Background: an optimization exercise with open tools, aiming at small area. Do not read the settings as production practice. The RTL was checked by simulation tests, not by an equivalence proof against the original design. Power and IR drop assume default switching activity.

==> design.v <==
module fdc_bridge_core (
    input  wire         clk,
    input  wire         rst,
    input  wire [3:0]   op,
    input  wire [1:0]   op_idx,         
    input  wire [15:0]  op_wdata,       
    input  wire         op_drive,       
    input  wire         op_level,       
    input  wire [2:0]   op_bit,         
    input  wire [127:0] key_matrix,     
    input  wire [7:0]   ctl_data_in,    
    input  wire [7:0]   ctl_reg_in,     
    output wire [15:0]  bus_rdata,
    output wire         irq,
    output wire         dmar,
    output wire         ctl_data_wr,
    output wire         ctl_data_rd,
    output wire [7:0]   ctl_data_out,
    output wire         ctl_reg_wr,
    output wire         ctl_reg_rd,
    output wire [1:0]   ctl_reg_addr,
    output wire [7:0]   ctl_reg_out,
    output wire         ctl_soft_reset,
    output wire         ctl_set_floppy,
    output wire [1:0]   ctl_floppy,
    output wire         drv_side,
    output wire [1:0]   drv_motor,
    output wire [6:0]   key_pos,
    output wire         key_pressed,
    output wire [3:0]   rep_an,
    output wire         rep_dg1
);
    localparam [2:0] BS_IDLE = 3'd0,
                     BS_WR1  = 3'd1,
                     BS_WR2  = 3'd2,
                     BS_RD1  = 3'd3,
                     BS_RD2  = 3'd4;
    reg [2:0]   bs;
    reg         den, ddw;           
    reg [7:0]   dcr;
    reg [15:0]  ol;
    reg [7:0]   wl;                 
    reg         dip;
    reg         p4;                 
    reg [1:0]   mc;
    reg [1:0]   wps;
    reg [7:0]   mask;
    reg [7:1]   pend;               
    reg [127:0] kprev;
    reg [6:0]   kcur;
    reg         kevt;
    reg         kprs;
    reg         drq, firq;
    reg [1:0]   rdy;
    wire [7:0] c = op_wdata[15:8];
    wire [7:0] d = op_wdata[7:0];
    wire op_rd   = (op == 4'd1);
    wire op_wr   = (op == 4'd2);
    wire idx02   = ~op_idx[0];
    wire idx2    = op_idx[1];
    wire cw      = op_wr & (op_idx == 2'd1);       
    wire srst    = cw & c[4];                      
    wire clr     = rst | srst;
    wire st_idle = (bs == BS_IDLE);
    wire st_wr1  = (bs == BS_WR1);
    wire st_wr2  = (bs == BS_WR2);
    wire st_rd1  = (bs == BS_RD1);
    wire st_rd2  = (bs == BS_RD2);
    wire drd      = op_rd & idx02;
    wire dwr      = op_wr & idx02;
    wire drd_ok   = drd & st_rd2;
    wire dwr_ok   = dwr & st_wr1;
    wire tc       = (drd_ok | dwr_ok) & idx2;      
    wire drq_op   = (op == 4'd3);
    wire rise     = drq_op & ~drq & op_level;
    wire r_idle   = rise & st_idle;
    wire r_start  = r_idle & den;
    wire cw_start = cw & (st_idle | c[4]) & c[5] & drq;
    wire start    = r_start | cw_start;
    wire start_dd = cw ? c[6] : ddw;               
    wire start_rd = start & ~start_dd;
    wire start_wr = start & start_dd;
    wire rd1_go   = rise & st_rd1;
    wire wr2_go   = rise & st_wr2;
    wire adw = c[3], sct = c[2];
    wire [1:0] sel    = {~dcr[3], dcr[3] & ~dcr[0]};
    wire [1:0] newsel = {~d[3], d[3] & ~d[0]};
    wire [1:0] selb   = c[4] ? 2'b00 : sel;
    wire       dcr_wr = cw & adw & ~sct;
    wire nr = ~rst;
    assign ctl_data_rd    = nr & (start_rd | rd1_go);
    assign ctl_data_wr    = nr & (dwr_ok | wr2_go);
    assign ctl_data_out   = op_wr ? ~op_wdata[15:8] : ~wl;
    assign ctl_reg_wr     = nr & cw & adw & sct;
    assign ctl_reg_rd     = nr & cw & ~adw & sct;
    assign ctl_reg_addr   = c[1:0];
    assign ctl_reg_out    = ~d;
    assign ctl_soft_reset = nr & srst;
    assign ctl_set_floppy = rst | srst | (dcr_wr & (newsel != selb));
    assign ctl_floppy     = (nr & adw & ~sct) ? newsel : 2'b00;
    assign rep_an[0]      = nr & drd & ~st_rd2;
    assign rep_an[1]      = nr & dwr & ~st_wr1;
    assign rep_an[2]      = nr & r_idle & ~den;
    assign rep_an[3]      = nr & rise & (st_wr1 | st_rd2);
    assign rep_dg1        = nr & dcr_wr & ~d[3] & ~d[0];
    assign bus_rdata   = (op_idx == 2'd3) ? 16'h64C0 : ol;
    assign irq         = |(mask & {pend[7:5], p4, pend[3:1], kevt});
    assign dmar        = st_wr1 | st_rd2;
    assign drv_side    = ~dcr[7];
    assign drv_motor   = {~dcr[4], ~dcr[1]};
    assign key_pos     = kcur;
    assign key_pressed = kprs;
    wire [127:0] kdiff = key_matrix ^ kprev;
    wire [127:0] kgt;
    genvar gi, gl;
    generate
        for (gi = 0; gi < 128; gi = gi + 1) begin : g_gt
            assign kgt[gi] = (gi > kcur);
        end
    endgenerate
    wire [127:0] tv0 = kdiff;
    wire [127:0] th0 = kdiff & kgt;
    wire [63:0]  tv1, th1;  wire [63:0]  ti1;
    wire [31:0]  tv2, th2;  wire [63:0]  ti2;
    wire [15:0]  tv3, th3;  wire [47:0]  ti3;
    wire [7:0]   tv4, th4;  wire [31:0]  ti4;
    wire [3:0]   tv5, th5;  wire [19:0]  ti5;
    wire [1:0]   tv6, th6;  wire [11:0]  ti6;
    wire         tv7, th7;  wire [6:0]   ti7;
    generate
        for (gi = 0; gi < 64; gi = gi + 1) begin : g_l1
            wire lv = tv0[2*gi], lh = th0[2*gi], rv = tv0[2*gi+1], rh = th0[2*gi+1];
            wire cr = ~lh & (rh | ~lv);
            assign tv1[gi] = lv | rv;
            assign th1[gi] = lh | rh;
            assign ti1[gi] = cr;
        end
        for (gi = 0; gi < 32; gi = gi + 1) begin : g_l2
            wire lv = tv1[2*gi], lh = th1[2*gi], rv = tv1[2*gi+1], rh = th1[2*gi+1];
            wire cr = ~lh & (rh | ~lv);
            assign tv2[gi] = lv | rv;
            assign th2[gi] = lh | rh;
            assign ti2[2*gi +: 2] = cr ? {1'b1, ti1[2*gi+1]} : {1'b0, ti1[2*gi]};
        end
        for (gi = 0; gi < 16; gi = gi + 1) begin : g_l3
            wire lv = tv2[2*gi], lh = th2[2*gi], rv = tv2[2*gi+1], rh = th2[2*gi+1];
            wire cr = ~lh & (rh | ~lv);
            assign tv3[gi] = lv | rv;
            assign th3[gi] = lh | rh;
            assign ti3[3*gi +: 3] = cr ? {1'b1, ti2[2*(2*gi+1) +: 2]} : {1'b0, ti2[2*(2*gi) +: 2]};
        end
        for (gi = 0; gi < 8; gi = gi + 1) begin : g_l4
            wire lv = tv3[2*gi], lh = th3[2*gi], rv = tv3[2*gi+1], rh = th3[2*gi+1];
            wire cr = ~lh & (rh | ~lv);
            assign tv4[gi] = lv | rv;
            assign th4[gi] = lh | rh;
            assign ti4[4*gi +: 4] = cr ? {1'b1, ti3[3*(2*gi+1) +: 3]} : {1'b0, ti3[3*(2*gi) +: 3]};
        end
        for (gi = 0; gi < 4; gi = gi + 1) begin : g_l5
            wire lv = tv4[2*gi], lh = th4[2*gi], rv = tv4[2*gi+1], rh = th4[2*gi+1];
            wire cr = ~lh & (rh | ~lv);
            assign tv5[gi] = lv | rv;
            assign th5[gi] = lh | rh;
            assign ti5[5*gi +: 5] = cr ? {1'b1, ti4[4*(2*gi+1) +: 4]} : {1'b0, ti4[4*(2*gi) +: 4]};
        end
        for (gi = 0; gi < 2; gi = gi + 1) begin : g_l6
            wire lv = tv5[2*gi], lh = th5[2*gi], rv = tv5[2*gi+1], rh = th5[2*gi+1];
            wire cr = ~lh & (rh | ~lv);
            assign tv6[gi] = lv | rv;
            assign th6[gi] = lh | rh;
            assign ti6[6*gi +: 6] = cr ? {1'b1, ti5[5*(2*gi+1) +: 5]} : {1'b0, ti5[5*(2*gi) +: 5]};
        end
    endgenerate
    wire cr7 = ~th6[0] & (th6[1] | ~tv6[0]);
    assign tv7 = tv6[0] | tv6[1];
    assign ti7 = cr7 ? {1'b1, ti6[11:6]} : {1'b0, ti6[5:0]};
    wire       kfound = tv7;
    wire [6:0] kpos   = ti7;
    wire       ktick  = (op == 4'd9) & ~kevt & kfound;
    wire [127:0] kdec = ktick ? (128'd1 << kpos) : 128'd0;
    wire         kval = |(kdec & key_matrix);
    wire [1:0] mc_b  = c[4] ? 2'b00 : mc;
    wire [1:0] wps_b = c[4] ? 2'b00 : wps;
    wire [7:0] dcr_b = c[4] ? 8'hFF : dcr;
    wire       dip_c = dip & ~c[4] & ~c[7];        
    wire [1:0] mc_c  = dcr_wr ? (mc_b & ~{d[5], d[2]}) : mc_b;
    always @(posedge clk) begin
        if (rst) begin
            bs   <= BS_IDLE;
            den  <= 1'b0;
            ddw  <= 1'b0;
            dcr  <= 8'hFF;
            ol   <= 16'h0000;
            wl   <= 8'h00;
            dip  <= 1'b0;
            p4   <= 1'b0;
            mc   <= 2'b00;
            wps  <= 2'b00;
            mask <= 8'h00;
            pend <= 7'h00;
            kcur <= 7'd0;
            kevt <= 1'b0;
            kprs <= 1'b0;
        end else begin
            if (start_rd)             bs <= BS_RD1;
            else if (start_wr)        bs <= BS_WR1;
            else if (srst)            bs <= BS_IDLE;
            else if (dwr_ok)          bs <= BS_WR2;
            else if (rd1_go)          bs <= BS_RD2;
            else if (drd_ok | wr2_go) bs <= BS_IDLE;
            if (cw) begin
                den <= c[5];
                ddw <= c[6];
            end else if (tc) begin
                den <= 1'b0;
            end
            if (srst | dcr_wr)
                dcr <= dcr_wr ? d : 8'hFF;
            if (cw) begin
                ol[15:8] <= start_rd ? ~ctl_data_in
                          : {firq, dip_c, mc_c[1], wps_b[1], rdy[1],
                             mc_c[0], wps_b[0], rdy[0]};
                if (~adw)
                    ol[7:0] <= sct ? ~ctl_reg_in : dcr_b;
                else if (c[4])
                    ol[7:0] <= 8'h00;
            end else begin
                if (start_rd) ol[15:8] <= ~ctl_data_in;
                if (rd1_go)   ol[7:0]  <= ~ctl_data_in;
            end
            if (dwr_ok)     wl <= op_wdata[7:0];
            else if (srst)  wl <= 8'h00;
            if (cw) begin
                dip <= dip_c;
                p4  <= p4 & ~c[4] & ~c[7];
            end else begin
                if (tc) dip <= 1'b1;
                if (tc | (op == 4'd8)) p4 <= 1'b1;
            end
            if (cw)              mc <= mc_c;
            else if (op == 4'd8) mc[op_drive] <= 1'b1;
            if (srst)
                wps <= 2'b00;
            else if (op == 4'd6 && sel == {op_drive, ~op_drive})
                wps[op_drive] <= ~op_level;
            if (srst) begin
                mask <= 8'h00;
                pend <= 7'h00;
            end else begin
                if (op == 4'd11) mask[op_bit] <= op_level;
                if (op == 4'd12 && op_bit != 3'd0 && op_bit != 3'd4)
                    pend[op_bit] <= op_level;
            end
            if (srst) begin
                kcur <= 7'd0;
                kevt <= 1'b0;
                kprs <= 1'b0;
            end else if (ktick) begin
                kcur <= kpos;
                kevt <= 1'b1;
                kprs <= kval;
            end else if (op == 4'd10) begin
                kevt <= 1'b0;
            end
        end
    end
    always @(posedge clk) begin
        if (clr) kprev <= 128'd0;
        else     kprev <= kprev ^ kdec;
    end
    always @(posedge clk) begin
        if (!rst) begin
            if (drq_op)       drq  <= op_level;
            if (op == 4'd4)   firq <= op_level;
            if (op == 4'd5)   rdy[op_drive] <= op_level;
        end
    end
endmodule
==> flow/run.sh <==
#!/bin/bash
# Standard ORFS layout, with the port buffers that buffer_ports inserts
# made of the smallest buffer cell instead of the resizer's default pick.
set -euo pipefail
export BUFFER_PORTS_ARGS="-buffer_cell sky130_fd_sc_hd__buf_1"
bash standard.sh > standard_flow.log 2>&1
==> standard.sh <==
#!/bin/bash
# synth_recipe.tcl (not shown) runs the flow's synth.tcl, then flattens the netlist and writes it again
# the make line also repeats each setting of config.mk as NAME=value (left out here)
make -C /OpenROAD-flow-scripts/flow DESIGN_CONFIG=/design/flow/config.mk WORK_HOME=/design/flow/orfs CLKGATE_MAP_FILE= SYNTH_SCRIPT=/design/flow/synth_recipe.tcl "${@:-finish}"
==> config.mk <==
export PLATFORM = sky130hd
export DESIGN_NAME = fdc_bridge_core
export DESIGN_NICKNAME = fdc_bridge_core
export VERILOG_FILES = /design/flow/design.v
export SDC_FILE = /design/flow/constraint.sdc
export NUM_CORES = 4
export LEC_CHECK = 0
export CAP_MARGIN = 20
export CORE_MARGIN = 2
export CORE_UTILIZATION = 40
export PLACE_DENSITY = 0.6
export SLEW_MARGIN = 20
==> constraint.sdc <==
create_clock -name core_clock -period 14.0 [get_ports {clk}]
set_input_delay 2.8000 -clock core_clock [delete_from_list [all_inputs] [get_ports {clk}]]
set_output_delay 2.8000 -clock core_clock [all_outputs]
set_load 0.01 [all_outputs]
==> results of run 1 <==
-- cells by family after synthesis --
| group | Yosys count |
|---|---|
| simple gates | 1008 |
| compound gates | 662 |
| xor+xnor | 272 |
| flops | 198 |
| buf+inv | 190 |
| mux | 40 |
| fa+ha+maj | 13 |
-- area by class of cell --
class | instances | area, um2 | area share
multi-input cells | 1995 | 13300 | 0.6649
flip-flops and latches | 198 | 4013 | 0.2007
repair buffers | 270 | 1157 | 0.05788
well taps | 600 | 750.7 | 0.03754
clock buffers | 17 | 425.4 | 0.02127
clock inverters | 15 | 191.4 | 0.009573
inverters | 42 | 157.7 | 0.007884
diodes | 2 | 5.005 | 0.0002503
-- worst register-to-register path, stage by stage, from the launching register on --
cell and delay (ns):
dfxtp_2 0.85, buf_4 0.59, or2_1 0.66, nor2_1 0.32, a221o_1 0.44, nor3_2 0.36
nor4b_4 0.69, o311a_1 0.72, o31a_1 0.38, a22o_1 0.61, nor2_1 0.38, nand2_1 0.38
o221ai_1 0.18, a2111o_1 0.45, nor4_1 0.30, a31oi_1 0.13
-- final timing paths --
check | to | from | cells after the start | slack, ns
worst min-delay path | mask[1] | mask[1] | 2 | 0.46
worst max-delay path | kprs | key_matrix[1] | 15 | 5.46
worst max register to register | kprs | kcur[6] | 15 | 6.44
worst min register to register | mask[1] | mask[1] | 2 | 0.46
-- state kept, by name (all words and copies together), names as in the netlist, 2 cells and up, named ones only --
name and count:
kprev 128, ol 16, dcr 8, mask 8
wl 8, kcur 7, pend 6, bs 3
mc 2
-- power by group --
group | total, W | switching (W) | internal (W)
registers | 0.000571 | 0.00000435 | 0.000567
clock network | 0.000524 | 0.000253 | 0.000271
logic | 0.000351 | 0.000251 | 0.0000997
total | 0.00145 | 0.000509 | 0.000937
-- per-stage QoR --
stage / instance area [um2] / utilization / hold slack, ns
finish: 20000 / 0.4425 / 0.4639
global route: 19990 / 0.4425 / 0.4763
CTS: 19990 / 0.4424 / 0.4651
detailed placement: 19370 / 0.4288 / 0.4534
global placement: 19370 / 0.4288 / 0.4463
floorplan: 18210 / - / 0.4320
-- routing by layer --
metal,part of all wire,GRT usage
met1,0.43,0.5695
met2,0.41,0.5880
met3,0.099,0.07226
met4,0.059,0.2162
met5,0,0
-- cell usage in the layout, fill, tap and decap left out, types with 40 or more instances in the layout --
cell type | netlist | routed
o21ai_0 | 81 | 81
nor3_1 | 86 | 85
xnor2_1 | 182 | 182
a21oi_1 | 110 | 110
nand3_1 | 74 | 74
inv_1 | 40 | 40
xor2_1 | 89 | 89
nand2_1 | 163 | 163
buf_1 | 7 | 231
nor2_1 | 332 | 331
a211oi_1 | 41 | 41
dfxtp_1 | 194 | 187
==> results.sh, run 1 <==
export IMPL_row_count=78
export IMPL_dieWidth_um=217.4
export IMPL_cts_root_buf="clkbuf_16"
export IMPL_io_pins=233
export IMPL_crit_path_cell_trace="buf_1 > xor2_1 > or4_4 > or4_4 > nand4bb_1 > nor4_2 > o311a_1 > o31a_1 > a22o_1 > nor2_1 > nand2_1 > o221ai_1 > a2111o_1 > nor4_1 > a31oi_1"
export IMPL_synthesis_nets=2569
export IMPL_routedWlPerCell_um=31.39
export IMPL_first_pass_iters=5
export IMPL_port_buffers=232
export IMPL_clock_path_buffers=2
export IMPL_synth_mux_area_frac=0.02281
export IMPL_rsz0062_at_grt="no"
export IMPL_synth_compound_area_share=0.2706
export IMPL_yosys_warnings=1
export IMPL_final_cells=3139
export IMPL_maxCapViolations=0
export IMPL_vias_per_cell=6.623
export IMPL_synth_most_common_cell="nor2_1"
export IMPL_synth_edff_count=4
export IMPL_wl_mm=98.55
export IMPL_min_period_ns=8.540
export IMPL_fin_crit_sh=0.6100
export IMPL_finalPower_w=0.001446
export IMPL_synth_top_area_frac=0.2132
export IMPL_slowest_delay_ns=0.67
export IMPL_grt_usage=0.4060
export IMPL_hpwl_mm=78.80
export IMPL_coreArea_um2=45190
export IMPL_critical_path_class="primary input to register"
export IMPL_gp_congestion=1.048
export IMPL_fin_nets=2710
export IMPL_clock_latency_ns=0.47
export IMPL_synth_adder_area_share=0.008930
export IMPL_yosys_area_top_type="dfxtp_1"
export IMPL_critPathTopFamily="simple AND/OR/NAND/NOR gates"
export IMPL_fillers=4679
export IMPL_cts_setup_buffers=0
export IMPL_die_y_um=217.4
export IMPL_tightest_slew_ns=1.196
export IMPL_htree_levels=4
export IMPL_setup_viol=0
export IMPL_yosys_area_share_simple=0.2949
export IMPL_dieArea_um2=47260
export IMPL_end_kind="register"
export IMPL_grt_pass1_vias=18932
export IMPL_dpl_cell_count=3105
export IMPL_fmax_mhz=117.1
export IMPL_synth_area_top_cells="dfxtp_1, xnor2_1, nor2_1, xor2_1, nand2_1"
export IMPL_initial_core_util=0.4031
export IMPL_synth_top_family_by_area="simple AND/OR/NAND/NOR gates"
export IMPL_path_clk_slew_ns=0.08
export IMPL_antenna_left=0
export IMPL_start_kind="primary input"
export IMPL_cp_common_cell="or4_4"
export IMPL_antenna_found_initial=1
export IMPL_worstPathArrival_ns=8.88
export IMPL_cp_required_ns=14.34
export IMPL_synth_common_cells="nor2_1, dfxtp_1, xnor2_1, nand2_1, a21oi_1"
export IMPL_grt_max_degree=98
export IMPL_finalSetupTns_ns=0
export IMPL_crit_slowest_cell="o311a_1"
export IMPL_ys_flop_type="dfxtp_1"
export IMPL_grt_ovfl_total=0
export IMPL_synth_distinct_cells=128
export IMPL_finalHoldViolCount=0
export IMPL_drv_slew=0
export IMPL_synth_area_per_cell_um2=7.643
export IMPL_dp_slack_ns=5.222
export IMPL_syn2layout_area_growth_pct=9.789
export IMPL_numCtsBuffers=17
export IMPL_drive_above_1_share=0.08356
export IMPL_cp_max_fo=13
export IMPL_status="no timing/DRC/antenna violations"
export IMPL_grt_pass1_wl_mm=137.7
export IMPL_post_cts_resized=0
export IMPL_fin_skew_ns=0.01190
export IMPL_synth_area_um2=18210
export IMPL_yosysSeqAreaShare=0.2198
export IMPL_relSlewSlack=0.1925
export IMPL_drt_initial_drc_count=2720
export IMPL_leakagePower_nw=6.632
export IMPL_crit_buf_inv=1
export IMPL_hold_buffers=0
export IMPL_cts_tree="yes"
export IMPL_synth_cells=2383
export IMPL_drc=0
export IMPL_worstHoldPathType="register to register"
export IMPL_ir_worst_vdd_mv=0.09406
export IMPL_setup_ws_ns=5.460
export IMPL_synth_xor_area_share=0.1312
export IMPL_cts_sinks=198
export IMPL_route_vias_total=20789
export IMPL_power_density_nw_per_um2=72.32
export IMPL_synth_seq_cells=198
export IMPL_async_flop_share=0
==> run 2: changes to the inputs <==
==> run.sh (new file) <==
#!/bin/bash
# synth_recipe.tcl (not shown) runs the flow's synth.tcl, then flattens the netlist and writes it again
# the make line also repeats each setting of config.mk as NAME=value (left out here)
make -C /OpenROAD-flow-scripts/flow DESIGN_CONFIG=/design/flow/config.mk WORK_HOME=/design/flow/orfs CLKGATE_MAP_FILE= SYNTH_SCRIPT=/design/flow/synth_recipe.tcl finish
removed: flow/run.sh
removed: standard.sh
==> results.sh, run 2 <==
export IMPL_status="no timing/DRC/antenna violations"
export IMPL_worstPathArrival_ns=6.00
export IMPL_regMostFlops="kprev"
export IMPL_cts_setup_buffers=0
export IMPL_htree_levels=4
export IMPL_yosys_warnings=1
export IMPL_power_density_nw_per_um2=69.36
export IMPL_first_pass_iters=9
export IMPL_grt_pass1_vias=19176
export IMPL_post_cts_resized=0
export IMPL_vias_per_cell=6.695
export IMPL_coreArea_um2=45190
export IMPL_yosysSeqAreaShare=0.2198
export IMPL_grt_busiest_layer="met2"
export IMPL_dieWidth_um=217.4
export IMPL_cp_max_fo=18
export IMPL_synth_mux_area_frac=0.02281
export IMPL_synth_area_um2=18210
export IMPL_finalHoldViolCount=0
export IMPL_min_period_ns=8.802
export IMPL_critical_path_class="primary input to primary output"
export IMPL_antenna_found_initial=2
export IMPL_yosys_area_share_simple=0.2949
export IMPL_fmax_mhz=113.6
export IMPL_grt_ovfl_total=0
export IMPL_cts_sinks=198
export IMPL_final_cells=3134
export IMPL_synthesis_nets=2569
export IMPL_numCtsBuffers=17
export IMPL_wl_mm=97.35
export IMPL_fin_crit_sh=0.6287
export IMPL_routedWlPerCell_um=31.06
export IMPL_antenna_left=0
export IMPL_drv_slew=0
export IMPL_cp_depth=10
export IMPL_clock_path_buffers=2
export IMPL_grt_use_met3=0.1026
export IMPL_synth_area_top_cells="dfxtp_1, xnor2_1, nor2_1, xor2_1, nand2_1"
export IMPL_fillers=4556
export IMPL_reg_largest_list="kprev: 128 flops, ol: 16 flops"
export IMPL_dpl_cell_count=3101
export IMPL_fin_nets=2706
export IMPL_drt_initial_drc_count=3195
export IMPL_synth_xor_area_share=0.1312
export IMPL_hold_buffers=0
export IMPL_grt_max_degree=89
export IMPL_io_pins=233
export IMPL_crit_path_cell_trace="clkdlybuf4s50_1 > nand2b_1 > or3_1 > nor3b_2 > buf_4 > nand2_1 > o22ai_1 > nand2_1 > a21oi_1 > clkdlybuf4s50_1"
export IMPL_hpwl_mm=77.09
export IMPL_synth_edff_count=4
export IMPL_cp_required_ns=11.20
export IMPL_route_vias_total=20983
export IMPL_maxCapViolations=0
export IMPL_fin_skew_ns=0.01860
export IMPL_final_common_cell="nor2_1"
export IMPL_drc=0
export IMPL_drive_above_1_share=0.08057
export IMPL_die_y_um=217.4
export IMPL_async_flop_share=0
export IMPL_synth_top_family_by_area="simple AND/OR/NAND/NOR gates"
export IMPL_tightest_slew_ns=1.160
export IMPL_cts_tree="yes"
export IMPL_synth_area_per_cell_um2=7.643
export IMPL_yosys_area_top_type="dfxtp_1"
export IMPL_start_kind="primary input"
export IMPL_min_path_cells=2
export IMPL_crit_slowest_cell="clkdlybuf4s50_1"
export IMPL_hp_start="mask[5]"
export IMPL_rrSetupSlack_ns=6.62
export IMPL_slowest_delay_ns=0.58
export IMPL_synth_seq_cells=198
export IMPL_worstRegToRegCells=16
export IMPL_setup_viol=0
export IMPL_finalSetupTns_ns=0
export IMPL_critPathTopFamily="buffers and inverters"
export IMPL_final_cell_mix="nor2_1, clkdlybuf4s50_1, dfxtp_1"
export IMPL_largest_reg_flops=128
export IMPL_synth_distinct_cells=128
export IMPL_synth_adder_area_share=0.008930
export IMPL_synth_cells=2383
export IMPL_rsz0062_at_grt="no"
export IMPL_grt_pass1_wl_mm=136.6
export IMPL_synth_compound_area_share=0.2706
export IMPL_end_kind="primary output"
export IMPL_ir_worst_vdd_mv=0.07023
export IMPL_postLayoutCoreUtil=0.4732
export IMPL_row_count=78
export IMPL_initial_core_util=0.4031
export IMPL_cts_root_buf="clkbuf_16"
export IMPL_ys_flop_type="dfxtp_1"
export IMPL_crit_start="op[0]"
export IMPL_grt_usage=0.3987
export IMPL_syn2layout_area_growth_pct=17.40
export IMPL_crit_buf_inv=3
export IMPL_leakagePower_nw=7.224
export IMPL_worstHoldPathType="register to register"
export IMPL_gp_congestion=1.034
export IMPL_port_buffers=232
export IMPL_path_clk_slew_ns=0.07
export IMPL_synth_most_common_cell="nor2_1"
export IMPL_use_met2=0.5903
export IMPL_clock_latency_ns=0.46
export IMPL_synth_common_cells="nor2_1, dfxtp_1, xnor2_1, nand2_1, a21oi_1"
export IMPL_regToRegStartpoint="kcur[6]"
export IMPL_met1_usage=0.5429
export IMPL_relSlewSlack=0.2165
export IMPL_dieArea_um2=47260
export IMPL_synth_top_area_frac=0.2132
## run 2: cell counts after synthesis
Identical to the previous run, type by type.
## run 2: final cells by class
cell class	instances	area [um2]	area share
flip-flops and latches	198	4013	0.1877
repair buffers	266	2572	0.1203
clock buffers	22	474.2	0.02218
diodes	2	5.005	0.0002341
clock inverters	9	116.4	0.005442
multi-input cells	1995	13290	0.6217
well taps	600	750.7	0.03511
inverters	42	157.7	0.007373
## run 2: worst register-to-register path, stage by stage, from the launching register on
cell	delay (ns)
dfxtp_2	0.68
buf_4	0.63
inv_1	0.52
a311oi_2	0.62
o21ai_1	0.28
or4b_4	0.65
o311ai_1	0.93
a211oi_1	0.31
nor3_2	0.41
a211o_1	0.41
a211oi_4	0.19
buf_4	0.25
nand2_2	0.24
o221ai_1	0.20
a2111o_1	0.48
nor4_1	0.33
a31oi_1	0.13
## run 2: routing by layer
metal	wire length [um]	part of all wire
met1	40240	0.41
met2	40250	0.41
met3	11810	0.12
met4	5039	0.052
met5	11	0.00011
## run 2: kinds of logic (layout without fill, tap and decap cells)
family	Yosys count	in the layout
AOI/OAI and AO/OA	662	662
xor gates and xnor gates	272	272
adders and majority gates	13	13
buffers and inverters	190	339
DFF	198	198
muxes	40	40
other	0	2
and+or+nand+nor	1008	1008
## run 2: final timing paths
| path | to |
|---|---|
| max reg2reg | kprs |
| max | ctl_data_rd |
| min reg2reg | mask[5] |
| min | mask[5] |
## run 2: report_power, final
| group | leakage (nW) | switching, W | total, W | internal (W) |
|---|---|---|---|---|
| Clock | 0.293 | 0.000239 | 0.000519 | 0.000280 |
| Combinational | 5.33 | 0.000256 | 0.000392 | 0.000136 |
| Sequential | 1.60 | 0.00000522 | 0.000572 | 0.000567 |
| Total | 7.22 | 0.000501 | 0.00148 | 0.000983 |
## run 2: per-stage QoR
step           hold WS [ns]  setup WS [ns]  area (um2)  total power [W]
2_1_floorplan        0.4320          6.204       18210        0.0007853
3_3_place_gp         0.4442          5.336       20790        0.0009592
3_5_place_dp         0.4518          5.118       20790        0.0009582
4_1_cts              0.4614          5.259       21380         0.001466
5_1_grt              0.4851          4.933       21380         0.001515
6_report             0.4619          5.198       21380         0.001483
==> run 3: changes to the inputs <==
--- a/design.v
+++ b/design.v
@@ -110,75 +110,14 @@
     assign drv_motor   = {~dcr[4], ~dcr[1]};
     assign key_pos     = kcur;
     assign key_pressed = kprs;
-    wire [127:0] kdiff = key_matrix ^ kprev;
-    wire [127:0] kgt;
-    genvar gi, gl;
-    generate
-        for (gi = 0; gi < 128; gi = gi + 1) begin : g_gt
-            assign kgt[gi] = (gi > kcur);
-        end
-    endgenerate
-    wire [127:0] tv0 = kdiff;
-    wire [127:0] th0 = kdiff & kgt;
-    wire [63:0]  tv1, th1;  wire [63:0]  ti1;
-    wire [31:0]  tv2, th2;  wire [63:0]  ti2;
-    wire [15:0]  tv3, th3;  wire [47:0]  ti3;
-    wire [7:0]   tv4, th4;  wire [31:0]  ti4;
-    wire [3:0]   tv5, th5;  wire [19:0]  ti5;
-    wire [1:0]   tv6, th6;  wire [11:0]  ti6;
-    wire         tv7, th7;  wire [6:0]   ti7;
-    generate
-        for (gi = 0; gi < 64; gi = gi + 1) begin : g_l1
-            wire lv = tv0[2*gi], lh = th0[2*gi], rv = tv0[2*gi+1], rh = th0[2*gi+1];
-            wire cr = ~lh & (rh | ~lv);
-            assign tv1[gi] = lv | rv;
-            assign th1[gi] = lh | rh;
-            assign ti1[gi] = cr;
-        end
-        for (gi = 0; gi < 32; gi = gi + 1) begin : g_l2
-            wire lv = tv1[2*gi], lh = th1[2*gi], rv = tv1[2*gi+1], rh = th1[2*gi+1];
-            wire cr = ~lh & (rh | ~lv);
-            assign tv2[gi] = lv | rv;
-            assign th2[gi] = lh | rh;
-            assign ti2[2*gi +: 2] = cr ? {1'b1, ti1[2*gi+1]} : {1'b0, ti1[2*gi]};
-        end
-        for (gi = 0; gi < 16; gi = gi + 1) begin : g_l3
-            wire lv = tv2[2*gi], lh = th2[2*gi], rv = tv2[2*gi+1], rh = th2[2*gi+1];
-            wire cr = ~lh & (rh | ~lv);
-            assign tv3[gi] = lv | rv;
-            assign th3[gi] = lh | rh;
-            assign ti3[3*gi +: 3] = cr ? {1'b1, ti2[2*(2*gi+1) +: 2]} : {1'b0, ti2[2*(2*gi) +: 2]};
-        end
-        for (gi = 0; gi < 8; gi = gi + 1) begin : g_l4
-            wire lv = tv3[2*gi], lh = th3[2*gi], rv = tv3[2*gi+1], rh = th3[2*gi+1];
-            wire cr = ~lh & (rh | ~lv);
-            assign tv4[gi] = lv | rv;
-            assign th4[gi] = lh | rh;
-            assign ti4[4*gi +: 4] = cr ? {1'b1, ti3[3*(2*gi+1) +: 3]} : {1'b0, ti3[3*(2*gi) +: 3]};
-        end
-        for (gi = 0; gi < 4; gi = gi + 1) begin : g_l5
-            wire lv = tv4[2*gi], lh = th4[2*gi], rv = tv4[2*gi+1], rh = th4[2*gi+1];
-            wire cr = ~lh & (rh | ~lv);
-            assign tv5[gi] = lv | rv;
-            assign th5[gi] = lh | rh;
-            assign ti5[5*gi +: 5] = cr ? {1'b1, ti4[4*(2*gi+1) +: 4]} : {1'b0, ti4[4*(2*gi) +: 4]};
-        end
-        for (gi = 0; gi < 2; gi = gi + 1) begin : g_l6
-            wire lv = tv5[2*gi], lh = th5[2*gi], rv = tv5[2*gi+1], rh = th5[2*gi+1];
-            wire cr = ~lh & (rh | ~lv);
-            assign tv6[gi] = lv | rv;
-            assign th6[gi] = lh | rh;
-            assign ti6[6*gi +: 6] = cr ? {1'b1, ti5[5*(2*gi+1) +: 5]} : {1'b0, ti5[5*(2*gi) +: 5]};
-        end
-    endgenerate
-    wire cr7 = ~th6[0] & (th6[1] | ~tv6[0]);
-    assign tv7 = tv6[0] | tv6[1];
-    assign ti7 = cr7 ? {1'b1, ti6[11:6]} : {1'b0, ti6[5:0]};
-    wire       kfound = tv7;
-    wire [6:0] kpos   = ti7;
-    wire       ktick  = (op == 4'd9) & ~kevt & kfound;
-    wire [127:0] kdec = ktick ? (128'd1 << kpos) : 128'd0;
-    wire         kval = |(kdec & key_matrix);
+    wire       kfound;
+    wire [6:0] kpos;
+    wire [127:0] kdec;
+    wire       kval;
+    wire       ktick = (op == 4'd9) & ~kevt;
+    fdc_kscan u_kscan (.key_matrix(key_matrix), .kprev(kprev), .kcur(kcur),
+                       .en(ktick), .found(kfound), .pos(kpos), .kdec(kdec),
+                       .kval(kval));
     wire [1:0] mc_b  = c[4] ? 2'b00 : mc;
     wire [1:0] wps_b = c[4] ? 2'b00 : wps;
     wire [7:0] dcr_b = c[4] ? 8'hFF : dcr;
@@ -255,7 +194,7 @@
                 kcur <= 7'd0;
                 kevt <= 1'b0;
                 kprs <= 1'b0;
-            end else if (ktick) begin
+            end else if (ktick & kfound) begin
                 kcur <= kpos;
                 kevt <= 1'b1;
                 kprs <= kval;
@@ -276,3 +215,45 @@
         end
     end
 endmodule
+module fdc_kscan(input [127:0] key_matrix, input [127:0] kprev, input [6:0] kcur, input en,
+             output found, output [6:0] pos, output [127:0] kdec, output kval);
+    wire [127:0] kdiff = key_matrix ^ kprev;
+    genvar gi;
+    function automatic [5:0] ffs; input [31:0] x; integer l, n; reg [31:0] v; reg [159:0] id; reg [31:0] v2; reg [159:0] id2; begin
+        v = x; id = 0;
+        for (l = 0; l < 5; l = l + 1) begin
+            v2 = 0; id2 = 0;
+            for (n = 0; n < (32 >> (l+1)); n = n + 1) begin
+                v2[n] = v[2*n] | v[2*n+1];
+                id2[5*n +: 5] = v[2*n] ? id[5*(2*n) +: 5] : (id[5*(2*n+1) +: 5] | (1 << l));
+            end
+            v = v2; id = id2;
+        end
+        ffs = {v[0], id[4:0]};
+    end endfunction
+    wire [1:0] kb = kcur[6:5];
+    wire [4:0] kl = kcur[4:0];
+    wire [3:0] bv; wire [19:0] bi;
+    generate for (gi = 0; gi < 4; gi = gi + 1) begin : gbf
+        assign {bv[gi], bi[5*gi +: 5]} = ffs(kdiff[32*gi +: 32]);
+    end endgenerate
+    reg [31:0] e; integer j;
+    always @(*) begin e = 0; for (j = 0; j < 4; j = j + 1) e = e | (kdiff[32*j +: 32] & {32{kb == j}}); end
+    wire [31:0] egt;
+    generate for (gi = 0; gi < 32; gi = gi + 1) begin : gg
+        assign egt[gi] = gi > kl;
+    end endgenerate
+    wire ehit; wire [4:0] eidx;
+    assign {ehit, eidx} = ffs(e & egt);
+    reg [1:0] cb; reg cf; integer m;
+    reg [1:0] bb;
+    always @(*) begin cb = kb; cf = 1'b0;
+        for (m = 4; m >= 1; m = m - 1) begin bb = kb + m; if (bv[bb]) begin cb = bb; cf = 1'b1; end end
+    end
+    wire [4:0] cidx = bi[5*cb +: 5];
+    assign found = cf;
+    assign pos = ehit ? {kb, eidx} : {cb, cidx};
+    wire go = en & cf;
+    assign kdec = go ? (128'd1 << pos) : 128'd0;
+    assign kval = |(kdec & key_matrix);
+endmodule
==> flow/run.sh (new file) <==
#!/bin/bash
# Standard ORFS layout, with the port buffers that buffer_ports inserts
# made of the smallest buffer cell, and clock tree synthesis with small
# clock buffers and without dummy loads.
set -euo pipefail
export BUFFER_PORTS_ARGS="-buffer_cell sky130_fd_sc_hd__buf_1"
export CTS_ARGS="-sink_clustering_enable -repair_clock_nets -root_buf sky130_fd_sc_hd__clkbuf_16 -buf_list sky130_fd_sc_hd__clkbuf_8 -dont_use_dummy_load"
bash standard.sh > standard_flow.log 2>&1
==> standard.sh (new file) <==
#!/bin/bash
# synth_recipe.tcl (not shown) runs the flow's synth.tcl, then flattens the netlist and writes it again
# the make line also repeats each setting of config.mk as NAME=value (left out here)
make -C /OpenROAD-flow-scripts/flow DESIGN_CONFIG=/design/flow/config.mk WORK_HOME=/design/flow/orfs CLKGATE_MAP_FILE= SYNTH_SCRIPT=/design/flow/synth_recipe.tcl "${@:-finish}"
--- a/config.mk
+++ b/config.mk
@@ -5,8 +5,8 @@
 export SDC_FILE = /design/flow/constraint.sdc
 export NUM_CORES = 4
 export LEC_CHECK = 0
-export CAP_MARGIN = 20
+export CAP_MARGIN = 0
 export CORE_MARGIN = 2
 export CORE_UTILIZATION = 40
 export PLACE_DENSITY = 0.6
-export SLEW_MARGIN = 20
+export SLEW_MARGIN = 0
removed: run.sh
==> results.sh, run 3 <==
export IMPL_status="no timing/DRC/antenna violations"
export IMPL_path_clk_slew_ns=0.08
export IMPL_gp_congestion=1.005
export IMPL_drc=0
export IMPL_vias_per_cell=6.393
export IMPL_yosys_area_top_type="dfxtp_1"
export IMPL_rsz0062_at_grt="no"
export IMPL_synth_area_per_cell_um2=7.615
export IMPL_grt_ovfl_total=0
export IMPL_antenna_found_initial=4
export IMPL_end_kind="primary output"
export IMPL_yosys_warnings=2
export IMPL_fin_skew_ns=0.04077
export IMPL_syn2layout_area_growth_pct=10.27
export IMPL_fin_hold_ws_ns=0.4587
export IMPL_hpwl_mm=54.84
export IMPL_num_antenna_cells=0
export IMPL_cp_max_fo=31
export IMPL_synth_seq_cells=198
export IMPL_tightest_slew_ns=1.272
export IMPL_fin_nets=2278
export IMPL_drt_initial_drc_count=1861
export IMPL_synth_area_um2=14650
export IMPL_worstRegToRegCells=18
export IMPL_final_common_cell="nor2_1"
export IMPL_dieWidth_um=195.4
export IMPL_worstPathArrival_ns=6.39
export IMPL_async_flop_share=0
export IMPL_power_density_nw_per_um2=68.86
export IMPL_synth_edff_count=4
export IMPL_clock_latency_ns=0.44
export IMPL_dieArea_um2=38170
export IMPL_maxCapViolations=0
export IMPL_port_buffers=232
export IMPL_rrSetupSlack_ns=6.60
export IMPL_ir_worst_vdd_mv=0.06970
export IMPL_cts_root_buf="clkbuf_16"
export IMPL_synth_most_common_cell="nor2_1"
export IMPL_min_period_ns=9.185
export IMPL_synth_common_cells="nor2_1, dfxtp_1, xor2_1, nand2_1, a22oi_1"
export IMPL_drv_slew=0
export IMPL_yosysSeqAreaShare=0.2733
export IMPL_setup_viol=0
export IMPL_leakagePower_nw=5.649
export IMPL_htree_levels=4
export IMPL_relSlewSlack=0.1489
export IMPL_fmax_mhz=108.9
export IMPL_regMostFlops="kprev"
export IMPL_fin_crit_sh=0.6561
export IMPL_clock_path_buffers=2
export IMPL_first_pass_iters=6
export IMPL_numCtsBuffers=17
export IMPL_io_pins=233
export IMPL_rr_endpoint="kprs"
export IMPL_final_cell_mix="nor2_1, buf_1, dfxtp_1"
export IMPL_route_vias_total=16340
export IMPL_grt_pass1_vias=15339
export IMPL_hold_buffers=0
export IMPL_grt_usage=0.3631
export IMPL_min_path_cells=2
export IMPL_row_count=70
export IMPL_synth_area_top_cells="dfxtp_1, xor2_1, nor2_1, a22oi_1, nand2_1"
export IMPL_coreArea_um2=36350
export IMPL_finalHoldViolCount=0
export IMPL_cts_tree="yes"
export IMPL_finalSetupTns_ns=0
export IMPL_ys_flop_type="dfxtp_1"
export IMPL_hp_start="mask[0]"
export IMPL_drive_above_1_share=0.04598
export IMPL_dpl_cell_count=2539
export IMPL_wl_mm=70.94
export IMPL_finalPower_w=0.001112
export IMPL_synth_top_area_frac=0.2651
export IMPL_holdPathEnd="mask[0]"
export IMPL_synthesis_nets=2112
export IMPL_post_cts_resized=0
export IMPL_grt_pass1_wl_mm=101.9
export IMPL_cts_setup_buffers=0
export IMPL_worstHoldPathType="register to register"
export IMPL_synth_cells=1924
export IMPL_regToRegStartpoint="kcur[5]"
export IMPL_die_y_um=195.4
export IMPL_grt_max_degree=77
export IMPL_cp_required_ns=11.20
export IMPL_initial_core_util=0.4031
export IMPL_routedWlPerCell_um=27.75
export IMPL_reg_largest_list="kprev: 128 flops, ol: 16 flops"
export IMPL_synth_distinct_cells=89
export IMPL_largest_reg_flops=128
export IMPL_critical_path_class="primary input to primary output"
export IMPL_cts_sinks=198
export IMPL_start_kind="primary input"
export IMPL_final_cells=2556
export IMPL_antenna_left=0
-- run 3: final cells by class --
type	instances	area, um2
clock buffer	17	245.2
inverter	35	131.4
sequential	198	4004
tap	468	585.6
multi-input combinational	1573	10070
fill	3817	20190
timing repair buffer	265	1120
-- run 3: worst max path at each step --
| stage | from | endpoint | slack, ns |
|---|---|---|---|
| global placement | key_matrix[113] | kprs | 4.73 |
| global route | op[0] | ctl_data_rd | 4.57 |
| finish | op[0] | ctl_data_rd | 4.81 |
| floorplan | op[0] | ctl_data_rd | 6.34 |
| CTS | op[0] | ctl_data_rd | 4.88 |
| detailed placement | key_matrix[113] | kprs | 4.83 |
-- run 3: power breakdown --
group          total, W  internal (W)  switching [W]
logic          0.000224     0.0000596       0.000164
clock network  0.000320      0.000116       0.000205
registers      0.000569      0.000566     0.00000217
-- run 3: layer usage --
layer / part of all wire / up-vias / GRT usage
met1: 0.41 / 7825 / 0.4782
met2: 0.43 / 998 / 0.5667
met5: 0.00016 / - / 0
met4: 0.057 / 2 / 0.1841
li1: - / 7297 / -
met3: 0.096 / 218 / 0.06995
-- run 3: cell families (layout without fill, tap and decap cells) --
family                     after synthesis  count (layout)  share of synthesized area
and+or+nand+nor                        786             786                     0.2629
xor gates and xnor gates               251             251                     0.1501
buffers and inverters                  153             317                    0.04262
muxes                                   27              27                    0.01896
AOI/OAI and AO/OA                      494             494                     0.2394
adders and majority gates               15              15                    0.01281
DFF                                    198             198                     0.2733
-- run 3: stage by stage --
stage               setup slack [ns]  cell area (um2)    util
global route                   4.572            16150  0.4444
floorplan                      6.339            14650       -
CTS                            4.885            16150  0.4444
global placement               4.730            15910  0.4377
finish                         4.815            16150  0.4444
detailed placement             4.829            15910  0.4377
-- run 3: worst max-delay path, stage by stage --
cell and delay [ns]:
buf_1 0.13, nand2b_1 0.25, nor3_2 0.74, and3b_1 0.96, nand2_1 0.19, o22ai_1 0.48
nand2_1 0.38, a21oi_1 0.27, buf_1 0.17
==> run 4: changes to the inputs <==
--- a/config.mk
+++ b/config.mk
@@ -7,6 +7,6 @@
 export LEC_CHECK = 0
 export CAP_MARGIN = 0
 export CORE_MARGIN = 2
-export CORE_UTILIZATION = 40
-export PLACE_DENSITY = 0.6
+export CORE_UTILIZATION = 50
+export PLACE_DENSITY = 0.7
 export SLEW_MARGIN = 0
==> results.sh, run 4 <==
export IMPL_status="no timing/DRC/antenna violations"
export IMPL_seq_area_um2=4004
export IMPL_min_path_cells=2
export IMPL_seq_power_share=0.513
export IMPL_worstRegToRegCells=18
export IMPL_cts_sinks=198
export IMPL_hp_start="mask[5]"
export IMPL_synth_area_per_cell_um2=7.615
export IMPL_synth_common_cells="nor2_1, dfxtp_1, xor2_1, nand2_1, a22oi_1"
export IMPL_grt_pass1_wl_mm=99.26
export IMPL_drc=0
export IMPL_num_antenna_cells=0
export IMPL_ys_flop_type="dfxtp_1"
export IMPL_rr_endpoint="kprs"
export IMPL_cp_depth=9
export IMPL_ir_worst_vdd_mv=0.06926
export IMPL_fin_hold_ws_ns=0.4768
export IMPL_postLayoutCoreUtil=0.5571
export IMPL_synth_area_um2=14650
export IMPL_hold_buffers=0
export IMPL_critPathTopFamily="simple AND/OR/NAND/NOR gates"
export IMPL_crit_slowest_cell="and3b_1"
export IMPL_relSlewSlack=0.1059
export IMPL_cts_tree="yes"
export IMPL_drive_above_1_share=0.04508
export IMPL_synth_area_top_cells="dfxtp_1, xor2_1, nor2_1, a22oi_1, nand2_1"
export IMPL_fin_skew_ns=0.03252
export IMPL_final_common_cell="nor2_1"
export IMPL_end_kind="primary output"
export IMPL_swShare=0.3313
export IMPL_synth_seq_cells=198
export IMPL_maxCapViolations=0
export IMPL_synth_cells=1924
export IMPL_clock_latency_ns=0.43
export IMPL_grt_usage=0.4382
export IMPL_grt_pass1_vias=15479
export IMPL_first_pass_iters=7
export IMPL_cts_setup_buffers=0
export IMPL_fillers=2854
export IMPL_cp_max_fo=31
export IMPL_clock_path_buffers=2
export IMPL_cts_root_buf="clkbuf_16"
export IMPL_synth_top_area_frac=0.2651
export IMPL_path_clk_slew_ns=0.10
export IMPL_fin_nets=2275
export IMPL_numCtsBuffers=17
export IMPL_tightest_slew_ns=1.307
export IMPL_synth_most_common_cell="nor2_1"
export IMPL_final_cell_mix="nor2_1, buf_1, dfxtp_1"
export IMPL_fmax_mhz=109.6
export IMPL_htree_levels=4
export IMPL_vias_per_cell=6.707
export IMPL_drv_slew=0
export IMPL_async_flop_share=0
export IMPL_coreArea_um2=28780
export IMPL_crit_buf_inv=2
export IMPL_fin_crit_sh=0.6515
export IMPL_place_area_um2=15790
export IMPL_worstPathArrival_ns=6.32
export IMPL_wl_mm=68.25
export IMPL_worstHoldPathType="register to register"
export IMPL_die_y_um=175.2
export IMPL_rsz0062_at_grt="no"
export IMPL_finalSetupTns_ns=0
export IMPL_yosys_warnings=2
export IMPL_dpl_cell_count=2452
export IMPL_setup_viol=0
export IMPL_leakagePower_nw=5.633
export IMPL_finalHoldViolCount=0
export IMPL_gp_congestion=1.044
export IMPL_routedWlPerCell_um=27.64
export IMPL_syn2layout_area_growth_pct=9.446
export IMPL_reg_largest_list="kprev: 128 flops, ol: 16 flops"
export IMPL_regMostFlops="kprev"
export IMPL_intPower_w=0.0007409
export IMPL_slowest_delay_ns=0.94
export IMPL_holdPathEnd="mask[5]"
export IMPL_io_pins=233
export IMPL_regToRegStartpoint="kcur[5]"
export IMPL_critical_path_class="primary input to primary output"
export IMPL_synthesis_nets=2112
export IMPL_port_buffers=232
export IMPL_largest_reg_flops=128
export IMPL_antenna_left=0
export IMPL_final_cells=2469
export IMPL_synth_distinct_cells=89
export IMPL_grt_ovfl_total=0
export IMPL_yosys_area_top_type="dfxtp_1"
export IMPL_dieArea_um2=30690
export IMPL_p_clk_frac=0.287
export IMPL_drt_initial_drc_count=2420
export IMPL_row_count=62
export IMPL_comb_power_share=0.199
export IMPL_yosysSeqAreaShare=0.2733
export IMPL_hpwl_mm=52.85
export IMPL_post_cts_resized=0
export IMPL_antenna_found_initial=1
export IMPL_cp_required_ns=11.20
export IMPL_synth_edff_count=4
export IMPL_rrSetupSlack_ns=6.38
export IMPL_multi_input_area_um2=10080
export IMPL_dieWidth_um=175.2
export IMPL_crit_path_cell_trace="buf_1 > nand2b_1 > nor3_2 > and3b_1 > nand2_1 > o22ai_1 > nand2_1 > a21oi_1 > buf_1"
export IMPL_start_kind="primary input"
export IMPL_switching_power_w=0.0003672
export IMPL_route_vias_total=16559
export IMPL_power_density_nw_per_um2=69.11
export IMPL_initial_core_util=0.5090
export IMPL_min_period_ns=9.121
export IMPL_final_area_um2=16030
export IMPL_grt_max_degree=79
[run 4: cell counts after synthesis]
Identical to the previous run, type by type.
[run 4: kinds of logic (layout without fill, tap and decap cells)]
logic type      after synthesis  in the layout  synth area share
compound gates              494            494            0.2394
xor+xnor                    251            251            0.1501
fa+ha+maj                    15             15           0.01281
buf+inv                     153            314           0.04262
flops                       198            198            0.2733
mux                          27             27           0.01896
simple gates                786            786            0.2629
[run 4: area by class of cell]
class | count | share of cell area
timing repair buffer | 262 | 0.06844
multi-input combinational | 1573 | 0.6284
clock buffer | 17 | 0.01529
tap | 384 | 0.02996
inverter | 35 | 0.008194
sequential | 198 | 0.2497
[run 4: worst max-delay path by stage]
| stage | start | end | slack (ns) |
|---|---|---|---|
| 4_1_cts | op[0] | ctl_data_rd | 4.96 |
| 3_5_place_dp | op[0] | ctl_data_rd | 4.95 |
| 2_1_floorplan | op[0] | ctl_data_rd | 6.34 |
| 5_1_grt | op[0] | ctl_data_rd | 4.54 |
| 3_3_place_gp | key_matrix[100] | kprs | 5.05 |
| 6_report | op[0] | ctl_data_rd | 4.88 |
[run 4: worst reg2reg max path, delay by kind of cell, from the launching register on]
family | cells | cell delay, ns
adders and majority gates | 1 | 0.31
DFF | 1 | 0.74
buffers and inverters | 3 | 0.95
AOI/OAI and AO/OA | 5 | 1.85
and+or+nand+nor | 9 | 3.72
[run 4: power by group through the flow]
stage | Combinational, W | Clock, W | Sequential (W)
4_1_cts | 0.000210 | 0.000317 | 0.000568
3_3_place_gp | 0.000209 | 0 | 0.000582
3_5_place_dp | 0.000209 | 0 | 0.000582
5_1_grt | 0.000230 | 0.000339 | 0.000569
2_1_floorplan | 0.000115 | 0 | 0.000581
6_report | 0.000221 | 0.000319 | 0.000569
[run 4: stage by stage]
stage / worst slack [ns] / power (W)
2_1_floorplan: 6.339 / 0.0006955
3_3_place_gp: 5.053 / 0.0007909
3_5_place_dp: 4.953 / 0.0007905
4_1_cts: 4.963 / 0.001096
5_1_grt: 4.539 / 0.001138
6_report: 4.879 / 0.001108
[run 4: per-layer routing]
metal / up-vias / track usage / wire length [um]
met5: - / 0 / 0
met4: 0 / 0.2639 / 4832
met3: 256 / 0.09639 / 7626
met2: 1180 / 0.6709 / 29310
met1: 7817 / 0.5630 / 26490
li1: 7306 / - / -
==> run 5: changes to the inputs <==
==> flow/run.sh (replaced) <==
#!/bin/bash
# Standard ORFS layout, with the port buffers that buffer_ports inserts
# made of the smallest buffer cell, and clock tree synthesis with small
# clock buffers and without dummy loads.
set -euo pipefail
export BUFFER_PORTS_ARGS="-buffer_cell sky130_fd_sc_hd__buf_1"
export CTS_ARGS="-repair_clock_nets -root_buf sky130_fd_sc_hd__clkbuf_16 -buf_list sky130_fd_sc_hd__clkbuf_8 -dont_use_dummy_load"
bash standard.sh > standard_flow.log 2>&1
--- a/config.mk
+++ b/config.mk
@@ -7,6 +7,6 @@
 export LEC_CHECK = 0
 export CAP_MARGIN = 0
 export CORE_MARGIN = 2
-export CORE_UTILIZATION = 50
-export PLACE_DENSITY = 0.7
+export CORE_UTILIZATION = 40
+export PLACE_DENSITY = 0.6
 export SLEW_MARGIN = 0
==> results.sh, run 5 <==
export IMPL_io_pins=233
export IMPL_min_period_ns=9.185
export IMPL_post_cts_resized=0
export IMPL_route_vias_total=16340
export IMPL_routedWlPerCell_um=27.75
export IMPL_cts_root_buf="clkbuf_16"
export IMPL_power_density_nw_per_um2=68.86
export IMPL_fin_hold_ws_ns=0.4587
export IMPL_drc=0
export IMPL_fin_nets=2278
export IMPL_path_clk_slew_ns=0.08
export IMPL_clock_latency_ns=0.44
export IMPL_finalSetupTns_ns=0
export IMPL_grt_ovfl_total=0
export IMPL_regToRegStartpoint="kcur[5]"
export IMPL_worstRegToRegCells=18
export IMPL_antenna_found_initial=4
export IMPL_grt_pass1_wl_mm=101.9
export IMPL_relSlewSlack=0.1489
export IMPL_wl_mm=70.94
export IMPL_fin_crit_sh=0.6561
export IMPL_place_area_um2=15910
export IMPL_vias_per_cell=6.393
export IMPL_synth_edff_count=4
export IMPL_grt_max_degree=77
export IMPL_final_common_cell="nor2_1"
export IMPL_status="no timing/DRC/antenna violations"
export IMPL_synth_area_um2=14650
export IMPL_port_buffers=232
export IMPL_end_kind="primary output"
export IMPL_rrSetupSlack_ns=6.60
export IMPL_drive_above_1_share=0.04598
export IMPL_coreArea_um2=36350
export IMPL_setup_ws_ns=4.815
export IMPL_drt_initial_drc_count=1861
export IMPL_grt_pass1_vias=15339
export IMPL_dieArea_um2=38170
export IMPL_rsz0062_at_grt="no"
export IMPL_numCtsBuffers=17
export IMPL_async_flop_share=0
export IMPL_clock_path_buffers=2
export IMPL_yosysSeqAreaShare=0.2733
export IMPL_htree_levels=4
export IMPL_synthesis_nets=2112
export IMPL_holdPathEnd="mask[0]"
export IMPL_antenna_left=0
export IMPL_setup_viol=0
export IMPL_worstHoldPathType="register to register"
export IMPL_fmax_mhz=108.9
export IMPL_synth_area_top_cells="dfxtp_1, xor2_1, nor2_1, a22oi_1, nand2_1"
export IMPL_hold_buffers=0
export IMPL_row_count=70
export IMPL_final_cell_mix="nor2_1, buf_1, dfxtp_1"
export IMPL_dp_slack_ns=4.829
export IMPL_cp_required_ns=11.20
export IMPL_cts_tree="yes"
export IMPL_synth_distinct_cells=89
export IMPL_num_antenna_cells=0
export IMPL_ir_worst_vdd_mv=0.06970
export IMPL_fillers=3817
export IMPL_synth_top_area_frac=0.2651
export IMPL_synth_cells=1924
export IMPL_ys_flop_type="dfxtp_1"
export IMPL_synth_seq_cells=198
export IMPL_final_area_um2=16150
export IMPL_critical_path_class="primary input to primary output"
export IMPL_regMostFlops="kprev"
export IMPL_gp_congestion=1.005
export IMPL_cp_max_fo=31
export IMPL_initial_core_util=0.4031
export IMPL_hp_start="mask[0]"
export IMPL_worstPathArrival_ns=6.39
export IMPL_tightest_slew_ns=1.272
export IMPL_yosys_area_top_type="dfxtp_1"
export IMPL_grt_usage=0.3631
export IMPL_synth_most_common_cell="nor2_1"
export IMPL_yosys_warnings=2
export IMPL_dieWidth_um=195.4
export IMPL_finalHoldViolCount=0
export IMPL_synth_common_cells="nor2_1, dfxtp_1, xor2_1, nand2_1, a22oi_1"
export IMPL_die_y_um=195.4
export IMPL_syn2layout_area_growth_pct=10.27
export IMPL_leakagePower_nw=5.649
export IMPL_rr_endpoint="kprs"
export IMPL_synth_area_per_cell_um2=7.615
export IMPL_first_pass_iters=6
export IMPL_largest_reg_flops=128
export IMPL_start_kind="primary input"
export IMPL_cts_setup_buffers=0
export IMPL_fin_skew_ns=0.04077
export IMPL_drv_slew=0
export IMPL_cts_sinks=198
export IMPL_maxCapViolations=0
export IMPL_hpwl_mm=54.84
export IMPL_reg_largest_list="kprev: 128 flops, ol: 16 flops"
export IMPL_min_path_cells=2
export IMPL_finalPower_w=0.001112
==> run 5: cell type report <==
cell class                      count  area, um2  area share
Tap cell                          468      585.6     0.03625
Multi-Input combinational cell   1573      10070      0.6233
Clock buffer                       17      245.2     0.01518
Sequential cell                   198       4004      0.2479
Timing Repair Buffer              265       1120     0.06932
Inverter                           35      131.4    0.008133
==> run 5: worst max path at each step <==
stage / start / endpoint / slack, ns / depth (start not counted)
2_1_floorplan: op[0] / ctl_data_rd / 6.34 / 10
3_3_place_gp: key_matrix[113] / kprs / 4.73 / 17
3_5_place_dp: key_matrix[113] / kprs / 4.83 / 17
4_1_cts: op[0] / ctl_data_rd / 4.88 / 9
5_1_grt: op[0] / ctl_data_rd / 4.57 / 9
6_report: op[0] / ctl_data_rd / 4.81 / 9
==> run 5: worst max-delay path, stage by stage <==
cell	delay [ns]
buf_1	0.13
nand2b_1	0.25
nor3_2	0.74
and3b_1	0.96
nand2_1	0.19
o22ai_1	0.48
nand2_1	0.38
a21oi_1	0.27
buf_1	0.17
==> run 5: per-layer routing <==
| layer | part of all wire | vias up | track usage |
|---|---|---|---|
| met4 | 0.057 | 2 | 0.1841 |
| met2 | 0.43 | 998 | 0.5667 |
| met1 | 0.41 | 7825 | 0.4782 |
| li1 | - | 7297 | - |
| met3 | 0.096 | 218 | 0.06995 |
| met5 | 0.00016 | - | 0 |
==> run 5: per-stage QoR <==
stage                     utilization  std cells
after floorplan                     -       1924
after global placement         0.4377       2539
after detailed placement       0.4377       2539
after CTS                      0.4444       2556
after global routing           0.4444       2556
final                          0.4444       2556
==> run 5: report_power, final <==
group / total (W) / internal (W) / switching, W
clock: 0.000320 / 0.000116 / 0.000205
combinational: 0.000224 / 0.0000596 / 0.000164
sequential: 0.000569 / 0.000566 / 0.00000217
total: 0.00111 / 0.000742 / 0.000371
==> run 5: cell families (layout without fill, tap and decap cells) <==
logic type / after synthesis / after routing / share of synthesized area
XOR/XNOR: 251 / 251 / 0.1501
adder cells (fa/ha/maj): 15 / 15 / 0.01281
AO/OA/AOI/OAI: 494 / 494 / 0.2394
multiplexers: 27 / 27 / 0.01896
AND/OR/NAND/NOR: 786 / 786 / 0.2629
buffers and inverters: 153 / 317 / 0.04262
flip-flops: 198 / 198 / 0.2733
==> run 6: changes to the inputs <==
==> flow/run.sh (replaced) <==
#!/bin/bash
# Standard ORFS layout, with the port buffers that buffer_ports inserts
# made of the smallest buffer cell instead of the resizer's default pick.
set -euo pipefail
export BUFFER_PORTS_ARGS="-buffer_cell sky130_fd_sc_hd__buf_1"
bash standard.sh > standard_flow.log 2>&1
--- a/config.mk
+++ b/config.mk
@@ -5,8 +5,8 @@
 export SDC_FILE = /design/flow/constraint.sdc
 export NUM_CORES = 4
 export LEC_CHECK = 0
-export CAP_MARGIN = 0
+export CAP_MARGIN = 20
 export CORE_MARGIN = 2
 export CORE_UTILIZATION = 40
 export PLACE_DENSITY = 0.6
-export SLEW_MARGIN = 0
+export SLEW_MARGIN = 20
==> results.sh, run 6 <==
export IMPL_path_clk_slew_ns=0.07
export IMPL_hp_start="mask[0]"
export IMPL_grt_use_met3=0.06770
export IMPL_finalPower_w=0.001330
export IMPL_grt_pass1_wl_mm=102.1
export IMPL_async_flop_share=0
export IMPL_antenna_found_initial=2
export IMPL_p_clk_frac=0.405
export IMPL_swShare=0.3238
export IMPL_grt_busiest_layer="met2"
export IMPL_ir_worst_vdd_mv=0.09126
export IMPL_finalSetupTns_ns=0
export IMPL_yosysSeqAreaShare=0.2733
export IMPL_reg_largest_list="kprev: 128 flops, ol: 16 flops"
export IMPL_use_met2=0.5624
export IMPL_synth_most_common_cell="nor2_1"
export IMPL_first_pass_iters=6
export IMPL_syn2layout_area_growth_pct=12.84
export IMPL_cts_tree="yes"
export IMPL_drv_slew=0
export IMPL_intPower_w=0.0008991
export IMPL_yosys_area_top_type="dfxtp_1"
export IMPL_synth_distinct_cells=89
export IMPL_grt_ovfl_total=0
export IMPL_hpwl_mm=54.79
export IMPL_cp_required_ns=11.20
export IMPL_row_count=70
export IMPL_tightest_slew_ns=1.229
export IMPL_status="no timing/DRC/antenna violations"
export IMPL_crit_path_cell_trace="buf_1 > nand2b_1 > nor3_2 > and3b_1 > nand2_1 > o22ai_1 > nand2_1 > a21oi_1 > buf_1"
export IMPL_grt_pass1_vias=15371
export IMPL_fin_nets=2278
export IMPL_synth_top_area_frac=0.2651
export IMPL_io_pins=233
export IMPL_fin_skew_ns=0.01828
export IMPL_cts_root_buf="clkbuf_16"
export IMPL_synth_edff_count=4
export IMPL_final_cells=2573
export IMPL_largest_reg_flops=128
export IMPL_port_buffers=232
export IMPL_setup_viol=0
export IMPL_grt_usage=0.3634
export IMPL_regMostFlops="kprev"
export IMPL_switching_power_w=0.0004305
export IMPL_final_cell_mix="nor2_1, buf_1, dfxtp_1"
export IMPL_dieWidth_um=195.4
export IMPL_crit_start="op[0]"
export IMPL_die_y_um=195.4
export IMPL_start_kind="primary input"
export IMPL_crit_slowest_cell="and3b_1"
export IMPL_numCtsBuffers=17
export IMPL_fmax_mhz=108.2
export IMPL_drt_initial_drc_count=1830
export IMPL_finalHoldViolCount=0
export IMPL_fillers=3772
export IMPL_min_period_ns=9.246
export IMPL_clock_latency_ns=0.48
export IMPL_leakagePower_nw=5.815
export IMPL_seq_area_um2=4004
export IMPL_end_kind="primary output"
export IMPL_multi_input_area_um2=10070
export IMPL_cts_setup_buffers=0
export IMPL_vias_per_cell=6.401
export IMPL_ys_flop_type="dfxtp_1"
export IMPL_wl_mm=70.76
export IMPL_yosys_warnings=2
export IMPL_post_cts_resized=0
export IMPL_maxCapViolations=0
export IMPL_seq_power_share=0.427
export IMPL_critical_path_class="primary input to primary output"
export IMPL_gp_congestion=1.005
export IMPL_cp_max_fo=31
export IMPL_min_path_cells=2
export IMPL_relSlewSlack=0.1783
export IMPL_synthesis_nets=2112
export IMPL_routedWlPerCell_um=27.50
export IMPL_synth_common_cells="nor2_1, dfxtp_1, xor2_1, nand2_1, a22oi_1"
export IMPL_synth_area_top_cells="dfxtp_1, xor2_1, nor2_1, a22oi_1, nand2_1"
export IMPL_dpl_cell_count=2539
export IMPL_fin_hold_ws_ns=0.4564
export IMPL_fin_crit_sh=0.6604
export IMPL_regToRegStartpoint="kcur[5]"
export IMPL_coreArea_um2=36350
export IMPL_dieArea_um2=38170
export IMPL_hold_buffers=0
export IMPL_worstRegToRegCells=18
export IMPL_synth_cells=1924
export IMPL_synth_area_per_cell_um2=7.615
export IMPL_drc=0
export IMPL_initial_core_util=0.4031
export IMPL_met1_usage=0.4761
export IMPL_htree_levels=4
export IMPL_worstHoldPathType="register to register"
export IMPL_drive_above_1_share=0.05231
export IMPL_final_common_cell="nor2_1"
export IMPL_comb_power_share=0.168
export IMPL_cts_sinks=198
export IMPL_worstPathArrival_ns=6.45
export IMPL_slowest_delay_ns=0.96
export IMPL_rsz0062_at_grt="no"
export IMPL_power_density_nw_per_um2=80.43
export IMPL_synth_area_um2=14650
export IMPL_grt_max_degree=77
export IMPL_route_vias_total=16470
export IMPL_synth_seq_cells=198
export IMPL_antenna_left=0
export IMPL_clock_path_buffers=2
run 6: final cells by class:
cell class / count / share of cell area
multi-input cells: 1573 / 0.6092
flip-flops and latches: 198 / 0.2422
repair buffers: 265 / 0.06774
well taps: 468 / 0.03542
clock buffers: 19 / 0.02619
clock inverters: 13 / 0.01097
inverters: 35 / 0.007947
diodes: 2 / 0.0003028
run 6: kinds of logic after synthesis:
logic type / after synthesis / share of synthesized area
compound gates: 494 / 0.2394
fa+ha+maj: 15 / 0.01281
mux: 27 / 0.01896
simple gates: 786 / 0.2629
buf+inv: 153 / 0.04262
xor+xnor: 251 / 0.1501
flops: 198 / 0.2733
run 6: final timing paths:
check | end | slack [ns]
worst max-delay path | ctl_data_rd | 4.75
worst min-delay path | mask[0] | 0.46
worst max register to register | kprs | 6.56
worst min register to register | mask[0] | 0.46
run 6: stage by stage:
| stage | setup slack (ns) | utilization | instance area, um2 |
|---|---|---|---|
| CTS | 4.868 | 0.4547 | 16530 |
| global placement | 4.730 | 0.4377 | 15910 |
| finish | 4.754 | 0.4548 | 16530 |
| floorplan | 6.339 | - | 14650 |
| detailed placement | 4.851 | 0.4378 | 15910 |
| global route | 4.509 | 0.4547 | 16530 |
run 6: per-layer routing:
metal	vias to the layer above	share of wire
met5	-	0.00052
met4	2	0.062
met3	243	0.090
met2	1004	0.44
met1	7901	0.41
li1	7320	-
run 6: power by group through the flow:
stage               clock network [W]  registers (W)  logic [W]
finish                       0.000539       0.000568   0.000223
global route                 0.000562       0.000569   0.000233
CTS                          0.000542       0.000568   0.000215
detailed placement                  0       0.000582   0.000214
global placement                    0       0.000582   0.000214
floorplan                           0       0.000581   0.000115
run 6: critical path: cells and delay by family:
family | cells | cell delay [ns]
and+or+nand+nor | 5 | 2.53
AOI/OAI and AO/OA | 2 | 0.80
buffers and inverters | 2 | 0.30

[static timing again, ports no longer ideal]
In the flow no input, the clock included, has a driving cell. The finished layouts below were timed again as built, in two steps.
Step 1 (the two cells are an assumption about what drives the block):
set clk [get_ports {clk}]
set_driving_cell -lib_cell sky130_fd_sc_hd__clkbuf_16 $clk
set_driving_cell -lib_cell sky130_fd_sc_hd__buf_2 [delete_from_list [all_inputs] $clk]
Step 2 adds t to the input delays and takes it off the output delays; t is the mean of the earliest and latest rising clock arrival at the registers after step 1. Input paths then give back, and output paths get back, about the clock's delay inside the block.
Slacks: no drivers / after step 1 / after step 2; pairs: no drivers / after step 1.
run | t, ns | setup slack, ns | worst setup path at the end | clock arrival spread, ns | worst register clock-pin slew, ns
run 1 | 0.515 | 5.460 / 5.491 / 4.976 | input to register | 0.012 / 0.012 | 0.08 / 0.08
run 2 | 0.504 | 5.198 / 5.177 / 4.859 | input to register | 0.018 / 0.018 | 0.09 / 0.09
run 3 | 0.477 | 4.815 / 4.792 / 4.536 | input to register | 0.041 / 0.040 | 0.12 / 0.12
run 4 | 0.473 | 4.879 / 4.859 / 4.541 | input to register | 0.033 / 0.033 | 0.11 / 0.11
run 5 | 0.477 | 4.815 / 4.792 / 4.536 | input to register | 0.041 / 0.040 | 0.12 / 0.12
run 6 | 0.530 | 4.754 / 4.730 / 4.596 | input to register | 0.018 / 0.019 | 0.09 / 0.09
After both steps setup and hold are still met in every run listed. For run 1, which loses most, drivers alone change the setup slack by +0.031 ns; drivers and shift together by -0.484 ns.
